What follows belongs to an exercise in optimizing a design on an open flow for small area; a production flow would make more cautious choices. In this exercise RTL edits were held to simulation tests only and were not proved equivalent to the original. Power figures rest on the tool's default switching activity, not on a simulated workload.

==> v16 <==
==> flow/design.v (excerpt) <==
module wd1797_core (
    input  wire        clk,
    input  wire        rst,           
    input  wire [6:0]  init_track,    
    input  wire        tick,          
    input  wire        rd,
    input  wire        wr,
    input  wire [2:0]  addr,
    input  wire [7:0]  wdata,
    output reg  [7:0]  rdata,
    input  wire        ready_in,      
    output wire [6:0]  med_cyl,
    output wire        med_side,
    output wire [12:0] med_pos,
    input  wire [7:0]  med_byte,
    output wire        intrq,
    output wire        drq,
    output wire        busy,
    output wire        hld,
    output wire        hlt,
    output wire        index_pulse,
    output wire        tg43,
    output wire        dirc,
    output wire        track00
);
Settings: LEC_CHECK=0, CAP_MARGIN=20, CORE_MARGIN=2, CORE_UTILIZATION=40, SLEW_MARGIN=20; clock period 10.0 ns.
standard.sh (not shown) runs the stock make flow with config.mk's settings and CLKGATE_MAP_FILE= SYNTH_SCRIPT=/design/flow/synth_recipe.tcl, a recipe that flattens the netlist after the stock synthesis.
==> flow/flow/run.sh <==
#!/bin/bash
# Standard ORFS flow with these changes:
#  1. the combinational logic of the standard synthesis is re-synthesized
#     (ABC &deepsyn, eight random seeds, four at a time, the smallest result is
#     kept) and re-mapped for area by flow/resyn.tcl; the registers stay the
#     very same cell instances (names and cell types) as the standard
#     synthesis made them;
#  2. ports are buffered with the smallest buffer (buf_1);
#  3. global placement is not timing-driven (it only added buffers);
#  4. CTS does not add dummy loads and uses clkbuf_8 clock buffers.
set -euo pipefail
R=orfs/results/${FLOW_PLATFORM}/wd1797_core/base
bash standard.sh synth > 1_standard_synth.log 2>&1
cp $R/1_2_yosys.v standard_synth.v
for batch in "1 2 3 4" "5 6 7 8"; do
  for s in $batch; do
    sed "s/SEED/$s/" flow/area.abc > area_seed$s.abc
    RESYN_IN=$PWD/standard_synth.v RESYN_OUT=$PWD/resyn_seed$s.v \
    RESYN_SCRIPT=$PWD/area_seed$s.abc RESYN_STUBS=$PWD/flow/seq_stubs.v \
      yosys -c flow/resyn.tcl > 2_resyn_yosys_seed$s.log 2>&1 &
  done
  wait
done
best=""; best_area=""
for s in 1 2 3 4 5 6 7 8; do
  if [[ -s resyn_seed$s.v ]]; then
    a=$(grep "Chip area" 2_resyn_yosys_seed$s.log | tail -1 | awk '{print $NF}')
    if [[ -z "$best" ]] || awk "BEGIN{exit !($a < $best_area)}"; then best=$s; best_area=$a; fi
  fi
done
[[ -n "$best" ]]
echo "kept seed $best, area $best_area" > 2_resyn_choice.log
cp resyn_seed$best.v $R/1_2_yosys.v
rm -f $R/1_synth.odb $R/1_synth.sdc
bash standard.sh \
  GPL_TIMING_DRIVEN=0 \
  BUFFER_PORTS_ARGS="-buffer_cell sky130_fd_sc_hd__buf_1" \
  CTS_ARGS="-sink_clustering_enable -repair_clock_nets -dont_use_dummy_load -buf_list sky130_fd_sc_hd__clkbuf_8" \
  finish > 3_standard_finish.log 2>&1
Other scripts of this flow, unchanged in this note and not shown: flow/flow/area.abc, flow/flow/resyn.tcl, flow/flow/seq_stubs.v
==> v30: changes against v16 <==
--- a/flow/design.v
+++ b/flow/design.v
@@ -68,50 +68,53 @@
     reg        ready_q;
     reg [4:0]  phase_q;
     reg        layout2_q;
     reg [7:0]  cmd_q;
     reg [3:0]  armed_q;
     reg        nf_q, crc_err_q, lost_q, rtype_q;    
     reg        drq_q, intrq_q;
     reg        hld_q, hlt_q;
+    reg [11:0] t_hlt_q;
     reg [16:0] k_q;
     reg        f_q;
     reg        dir_q;
     reg        tg43_q;
     reg [6:0]  cur_trk_q;
     reg        ip_q;
     reg [12:0] rot_ptr_q;
     reg [15:0] crc_q;
-    wire [11:0] t_hlt_q = crc_q[11:0];
     reg [3:0]  z_q;                 
     reg        am_found_q;
+    reg [7:0]  idb0_q, idb2_q;
+    reg        idb1z_q, idb1o_q;
     reg [2:0]  index_count_q;
     reg [7:0]  tr_n, sr_n, dr_n;
     reg        side_n;
     reg        ready_n;
     reg [4:0]  phase_n;
     reg        layout2_n;
     reg [7:0]  cmd_n;
     reg [3:0]  armed_n;
     reg        nf_n, crc_err_n, lost_n, rtype_n;
     reg        drq_n, intrq_n;
     reg        hld_n, hlt_n;
     reg [11:0] t_hlt_n;
-    reg        hlt_wr;          
     reg [16:0] k_n;
     reg        f_n;
     reg        dir_n;
     reg        tg43_n;
     reg [6:0]  cur_trk_n;
     reg        ip_n;
     reg [12:0] rot_ptr_n;
     reg [15:0] crc_n;
     reg [3:0]  z_n;
     reg        am_found_n;
+    reg [7:0]  idb0_n, idb2_n;
+    reg        idb1z_n, idb1o_n;
     reg [2:0]  index_count_n;
     wire       busy_q = (phase_q != P_IDLE);
     wire [1:0] f_rate = cmd_q[1:0];
     wire       f_V    = cmd_q[2];
     wire       f_u    = cmd_q[4];
     wire       f_m    = cmd_q[4];
     wire       f_b    = cmd_q[3];
     wire       f_a0   = cmd_q[0];
@@ -149,25 +152,21 @@
     wire k749  = kat(k_q, 17'h1DA80, 17'h04880);
     wire k1124 = kat(k_q, 17'h1F680, 17'h1B200);
     wire k7499 = kat(k_q, 17'h1BFE0, 17'h1A100);
     wire k0    = kat(k_q, 17'h1BF49, 17'h00000);
     wire [16:0] k_inc  = {k_q[15:0], ~(k_q[16] ^ k_q[13])};
     wire [16:0] cnt    = k_q;                        
     wire [16:0] c_inc  = f_q ? K_1 : k_inc;
     wire        k_last = kat(k_q, 17'h1FEFF, 17'h15800);
-    wire        ix0 = !z_q[2] && !z_q[1] && !z_q[0];
-    wire        ix1 = !z_q[2] && !z_q[1] && z_q[0];
-    wire        ix2 = z_q[1] && !z_q[0];
-    wire        ix3 = z_q[1] && z_q[0];
-    wire        ix5 = z_q[2] && z_q[0];
-    wire [7:0]  idb0  = k_q[7:0];
-    wire [7:0]  idb2  = k_q[15:8];
-    wire        idb1z = k_q[16];
-    wire        idb1o = z_q[3];
+    wire        ix0 = !k_q[0];
+    wire        ix1 = k_q[0] && !k_q[1];
+    wire        ix2 = k_q[1] && !k_q[2];
+    wire        ix3 = k_q[2] && !k_q[3];
+    wire        ix5 = k_q[4] && !k_q[5];
     reg step_time;
     always @(*) begin
         case (f_rate)
             2'd0: step_time = k224;
             2'd1: step_time = k449;
             2'd2: step_time = k749;
             default: step_time = k1124;
         endcase
@@ -226,21 +225,22 @@
         tr_n = tr_q; sr_n = sr_q; dr_n = dr_q;
         side_n = side_q; ready_n = ready_q;
         phase_n = phase_q;
         layout2_n = layout2_q; cmd_n = cmd_q;
         armed_n = armed_q;
         nf_n = nf_q; crc_err_n = crc_err_q;
         lost_n = lost_q; rtype_n = rtype_q;
         drq_n = drq_q; intrq_n = intrq_q;
-        hld_n = hld_q; hlt_n = hlt_q; t_hlt_n = t_hlt_q; hlt_wr = 1'b0;
+        hld_n = hld_q; hlt_n = hlt_q; t_hlt_n = t_hlt_q;
         k_n = k_q; f_n = f_q;
         dir_n = dir_q; tg43_n = tg43_q; cur_trk_n = cur_trk_q;
         ip_n = ip_q; rot_ptr_n = rot_ptr_q;
         crc_n = crc_q; z_n = z_q; am_found_n = am_found_q;
+        idb0_n = idb0_q; idb2_n = idb2_q; idb1z_n = idb1z_q; idb1o_n = idb1o_q;
         index_count_n = index_count_q;
         ie = 1'b0; b = med_byte; v = wdata;
         moved = 1'b0;
         id_done = 1'b0; id_ok = 1'b0;
         crc_in = b; crc_upd = 1'b0;
         finish = 1'b0;
         up = 1'b0; cur_ok = 1'b0;
         cnt_n = cnt;
@@ -271,33 +271,33 @@
                         layout2_n = v[7];
                         if (v[7] && !ready_q) begin
                             intrq_n = 1'b1;
                         end else begin
                             f_n = 1'b1;
                             if (!v[7]) begin
                                 if (v[3]) begin
                                     if (!hld_q) begin
-                                        hld_n = 1'b1; hlt_n = 1'b0; t_hlt_n = 12'd0; hlt_wr = 1'b1;
+                                        hld_n = 1'b1; hlt_n = 1'b0; t_hlt_n = 12'd0;
                                     end
                                 end else begin
                                     hld_n = 1'b0;
                                 end
                                 if (v[6:4] == 3'b000) dir_n = 1'b0;
                                 else if (v[6:4] == 3'b001) begin
                                     if (d_gt) dir_n = 1'b1;
                                     else if (d_lt) dir_n = 1'b0;
                                 end
                                 else if (v[6:5] == 2'b10) dir_n = 1'b1;
                                 else if (v[6:5] == 2'b11) dir_n = 1'b0;
                                 phase_n = P_T1_STEP;
                             end else begin
                                 side_n = v[1];
                                 if (!hld_q) begin
-                                    hld_n = 1'b1; hlt_n = 1'b0; t_hlt_n = 12'd0; hlt_wr = 1'b1;
+                                    hld_n = 1'b1; hlt_n = 1'b0; t_hlt_n = 12'd0;
                                 end
                                 phase_n = v[2] ? P_X_EDELAY : P_X_WAITHLT;
                             end
                         end
                     end
                 end
                 3'd1: tr_n = v;
                 3'd2: sr_n = v;
@@ -322,17 +322,16 @@
                     if (!f_q) k_n = 17'd0;
                 end
             end
         end else if (tick) begin
             rot_ptr_n = next_ptr;
             ip_n = wrap;
             ie = wrap;
             if (hld_q && !hlt_q) begin
-                hlt_wr = 1'b1;
                 if ((t_hlt_q & 12'hFBE) == 12'hA2E) begin
                     hlt_n = 1'b1;
                     t_hlt_n = 12'd0;
                 end else begin
                     t_hlt_n = {t_hlt_q[10:0], ~(t_hlt_q[11] ^ t_hlt_q[10] ^ t_hlt_q[9] ^ t_hlt_q[3])};
                 end
             end
             tg43_n = (tr_q > 8'd43);
@@ -365,17 +364,17 @@
                         end else if (c_seek) begin
                             moved = d_eq || (step_time && d_one);
                         end else begin
                             moved = step_time;
                         end
                         if (moved) begin
                             if (f_V) begin
                                 if (!hld_q) begin
-                                    hld_n = 1'b1; hlt_n = 1'b0; t_hlt_n = 12'd0; hlt_wr = 1'b1;
+                                    hld_n = 1'b1; hlt_n = 1'b0; t_hlt_n = 12'd0;
                                 end
                                 cnt_n = 17'd0;
                                 phase_n = P_T1_SETTLE;
                             end else begin
                                 finish = 1'b1;
                             end
                         end
                     end
@@ -392,48 +391,48 @@
                             index_count_n = 3'd0;
                             phase_n = P_T1_VERIFY;
                         end
                     end
                     P_T1_VERIFY, P_SEC_ID: begin
                         if (!am_found_q) begin
                             z_n = z_upd;
                             if (b == 8'hFE && z_am) begin
-                                am_found_n = 1'b1;       
+                                am_found_n = 1'b1;
+                                cnt_n = 17'd0;
                                 crc_n = CRC_FE;
                             end
                         end else begin
-                            z_n = {z_q[3], z_q[2:0] + 3'd1};
-                            if (ix0) cnt_n[7:0] = b;
-                            if (ix1) begin cnt_n[16] = (b == 8'h00); z_n[3] = (b == 8'h01); end
-                            if (ix2) cnt_n[15:8] = b;
+                            cnt_n = c_inc;
+                            if (ix0) idb0_n = b;
+                            if (ix1) begin idb1z_n = (b == 8'h00); idb1o_n = (b == 8'h01); end
+                            if (ix2) idb2_n = b;
                             if (ix3) begin
-                                cnt_n[16] = idb1z && (f_b ? (b[1:0] == 2'd2) : (b[1:0] == 2'd1));
-                                z_n[3]    = idb1o && (f_b ? (b[1:0] == 2'd2) : (b[1:0] == 2'd1));
+                                idb1z_n = idb1z_q && (f_b ? (b[1:0] == 2'd2) : (b[1:0] == 2'd1));
+                                idb1o_n = idb1o_q && (f_b ? (b[1:0] == 2'd2) : (b[1:0] == 2'd1));
                             end
                             if (!ix5) crc_upd = 1'b1;
                             if (ix5) begin
-                                z_n = 4'd0;
                                 am_found_n = 1'b0;
                                 id_done = 1'b1;
                                 id_ok = (crc_q == {b, 8'h00});
                             end
                         end
                         if (phase_q == P_T1_VERIFY) begin
-                            if (id_done && idb0 == tr_q) begin
+                            if (id_done && idb0_q == tr_q) begin
                                 if (id_ok) begin
                                     finish = 1'b1;
                                     moved = 1'b1;
                                 end else begin
                                     crc_err_n = 1'b1;
                                 end
                             end
                         end else begin
-                            if (id_done && idb0 == tr_q && (side_q ? idb1o : idb1z) &&
-                                idb2 == sr_q) begin
+                            if (id_done && idb0_q == tr_q && (side_q ? idb1o_q : idb1z_q) &&
+                                idb2_q == sr_q) begin
                                 if (id_ok) begin
                                     cnt_n = 17'd0;
                                     if (c_rsec) begin
                                         z_n = 4'd0;
                                         phase_n = P_RS_DAM;
                                     end else begin
                                         drq_n = 1'b1;
                                         phase_n = P_WS_GAP;
@@ -565,31 +564,32 @@
                                 drq_n = 1'b1;
                                 phase_n = P_WT_XFER;
                             end
                         end
                     end
                     P_RA_SEARCH: begin
                         z_n = z_upd;
                         if (b == 8'hFE && z_am) begin
-                            crc_n = CRC_FE;              
+                            crc_n = CRC_FE;
+                            cnt_n = 17'd0;
                             phase_n = P_RA_XFER;
                             moved = 1'b1;
                         end
                     end
                     P_RA_XFER: begin
                         if (drq_q) lost_n = 1'b1;
                         dr_n = b;
                         drq_n = 1'b1;
-                        z_n = {z_q[3], z_q[2:0] + 3'd1};
-                        if (ix0) cnt_n[7:0] = b;
+                        if (ix0) idb0_n = b;
+                        cnt_n = c_inc;
                         if (!ix5) crc_upd = 1'b1;
                         if (ix5) begin
                             if (crc_q != {b, 8'h00}) crc_err_n = 1'b1;
-                            sr_n = idb0;
+                            sr_n = idb0_q;
                             finish = 1'b1;
                         end
                     end
                     P_RT_XFER: begin
                         if (drq_q) lost_n = 1'b1;
                         dr_n = b;
                         drq_n = 1'b1;
                         cnt_n = c_inc;
@@ -637,17 +637,16 @@
                 if (k_last) begin
                     hld_n = 1'b0;
                     k_n = 17'd0;
                 end else begin
                     k_n = k_inc;
                 end
             end
         end
-        if (hlt_wr) crc_n[11:0] = t_hlt_n;
     end
     always @(posedge clk) begin
         if (rst) begin
             tr_q <= 8'd0; sr_q <= 8'd0; dr_q <= 8'd0;
             side_q <= 1'b0;
             ready_q <= ready_in;
             phase_q <= P_IDLE;
             layout2_q <= 1'b0;
@@ -656,22 +655,24 @@
             lost_q <= 1'b0; rtype_q <= 1'b0;
             drq_q <= 1'b0; intrq_q <= 1'b0;
             hld_q <= 1'b0; hlt_q <= 1'b0;
             k_q <= 17'd0;
             dir_q <= 1'b0; tg43_q <= 1'b0;
             cur_trk_q <= init_track;
             ip_q <= 1'b0;
             rot_ptr_q <= 13'd0;
-            cmd_q <= 8'd0; f_q <= 1'b0; crc_q <= 16'd0; z_q <= 4'd0; am_found_q <= 1'b0;
-              index_count_q <= 3'd0;
+            cmd_q <= 8'd0; t_hlt_q <= 12'd0; f_q <= 1'b0; crc_q <= 16'd0; z_q <= 4'd0; am_found_q <= 1'b0;
+            idb0_q <= 8'd0; idb2_q <= 8'd0; idb1z_q <= 1'b0; idb1o_q <= 1'b0;  index_count_q <= 3'd0;
         end else begin
             cmd_q <= cmd_n;
+            t_hlt_q <= t_hlt_n;
             f_q <= f_n;
             crc_q <= crc_n; z_q <= z_n; am_found_q <= am_found_n;
+            idb0_q <= idb0_n; idb2_q <= idb2_n; idb1z_q <= idb1z_n; idb1o_q <= idb1o_n;
             index_count_q <= index_count_n;
             tr_q <= tr_n; sr_q <= sr_n; dr_q <= dr_n;
             side_q <= side_n;
             ready_q <= ready_n;
             phase_q <= phase_n;
             layout2_q <= layout2_n;
             armed_q <= armed_n;
             nf_q <= nf_n; crc_err_q <= crc_err_n;
==> out/summary.txt <==
status -> finished clean
multi-input combinational area share -> 59.1%
sequential share of cell area -> 29.2%
M1 wire length -> 12400 microns
largest net degree at the start of global routing -> 30
Clk pwr share -> 33.6%
post-route clock skew -> 31.0 ps
post-route cell area -> 0.00824 sq mm
share of layout cells above drive strength 1 -> 2.39%
clock sinks -> 116
most frequent cells in the layout -> 152 x nand2_1, 108 x dfxtp_1, 98 x nor2_1
RR Endpoint -> k_q[1]
FMAX -> 138 MHz
number of global-route vias before repair -> 7531
multi-input logic area -> 0.00487 sq mm
That was v16.
==> out/summary.txt <==
FMAX -> 153 MHz
M1 wire length -> 12700 microns
RR Endpoint -> tr_q[5]
post-route clock skew -> 40.0 ps
largest net degree at the start of global routing -> 27
Clk pwr share -> 32.8%
status -> finished clean
share of layout cells above drive strength 1 -> 2.27%
multi-input combinational area share -> 55.7%
sequential share of cell area -> 33.5%
post-route cell area -> 0.00896 sq mm
That was v30.

[what the ideal ports hide]
How much do the figures lean on ideal ports? The routed layouts below were timed once more, with nothing changed but the port constraints. Step 1 assumes that a clkbuf_16 drives the clock port and a buf_2 every other input. Step 2 adds t to the input delays and takes it off the output delays; t is the mean of the earliest and latest rising clock arrival at the registers after step 1. Input paths then give back, and output paths get back, about the clock's delay inside the block. a / b / c = ideal / step 1 / step 2; a / b = the first two.
| run | t (ns) | slack for setup (ns) | worst slew at a driven data input, ns | cell pins on the clock port's net |
|---|---|---|---|---|
| v16 | 0.482 | 2.729 / 2.747 / 2.265 | 0.03 | 1 |
| v30 | 0.499 | 3.465 / 3.481 / 2.982 | 0.05 | 1 |
After both steps setup and hold are still met in every run listed. The setup slack of v30, which loses most, moves by +0.016 ns with the drivers and by -0.483 ns with both steps.
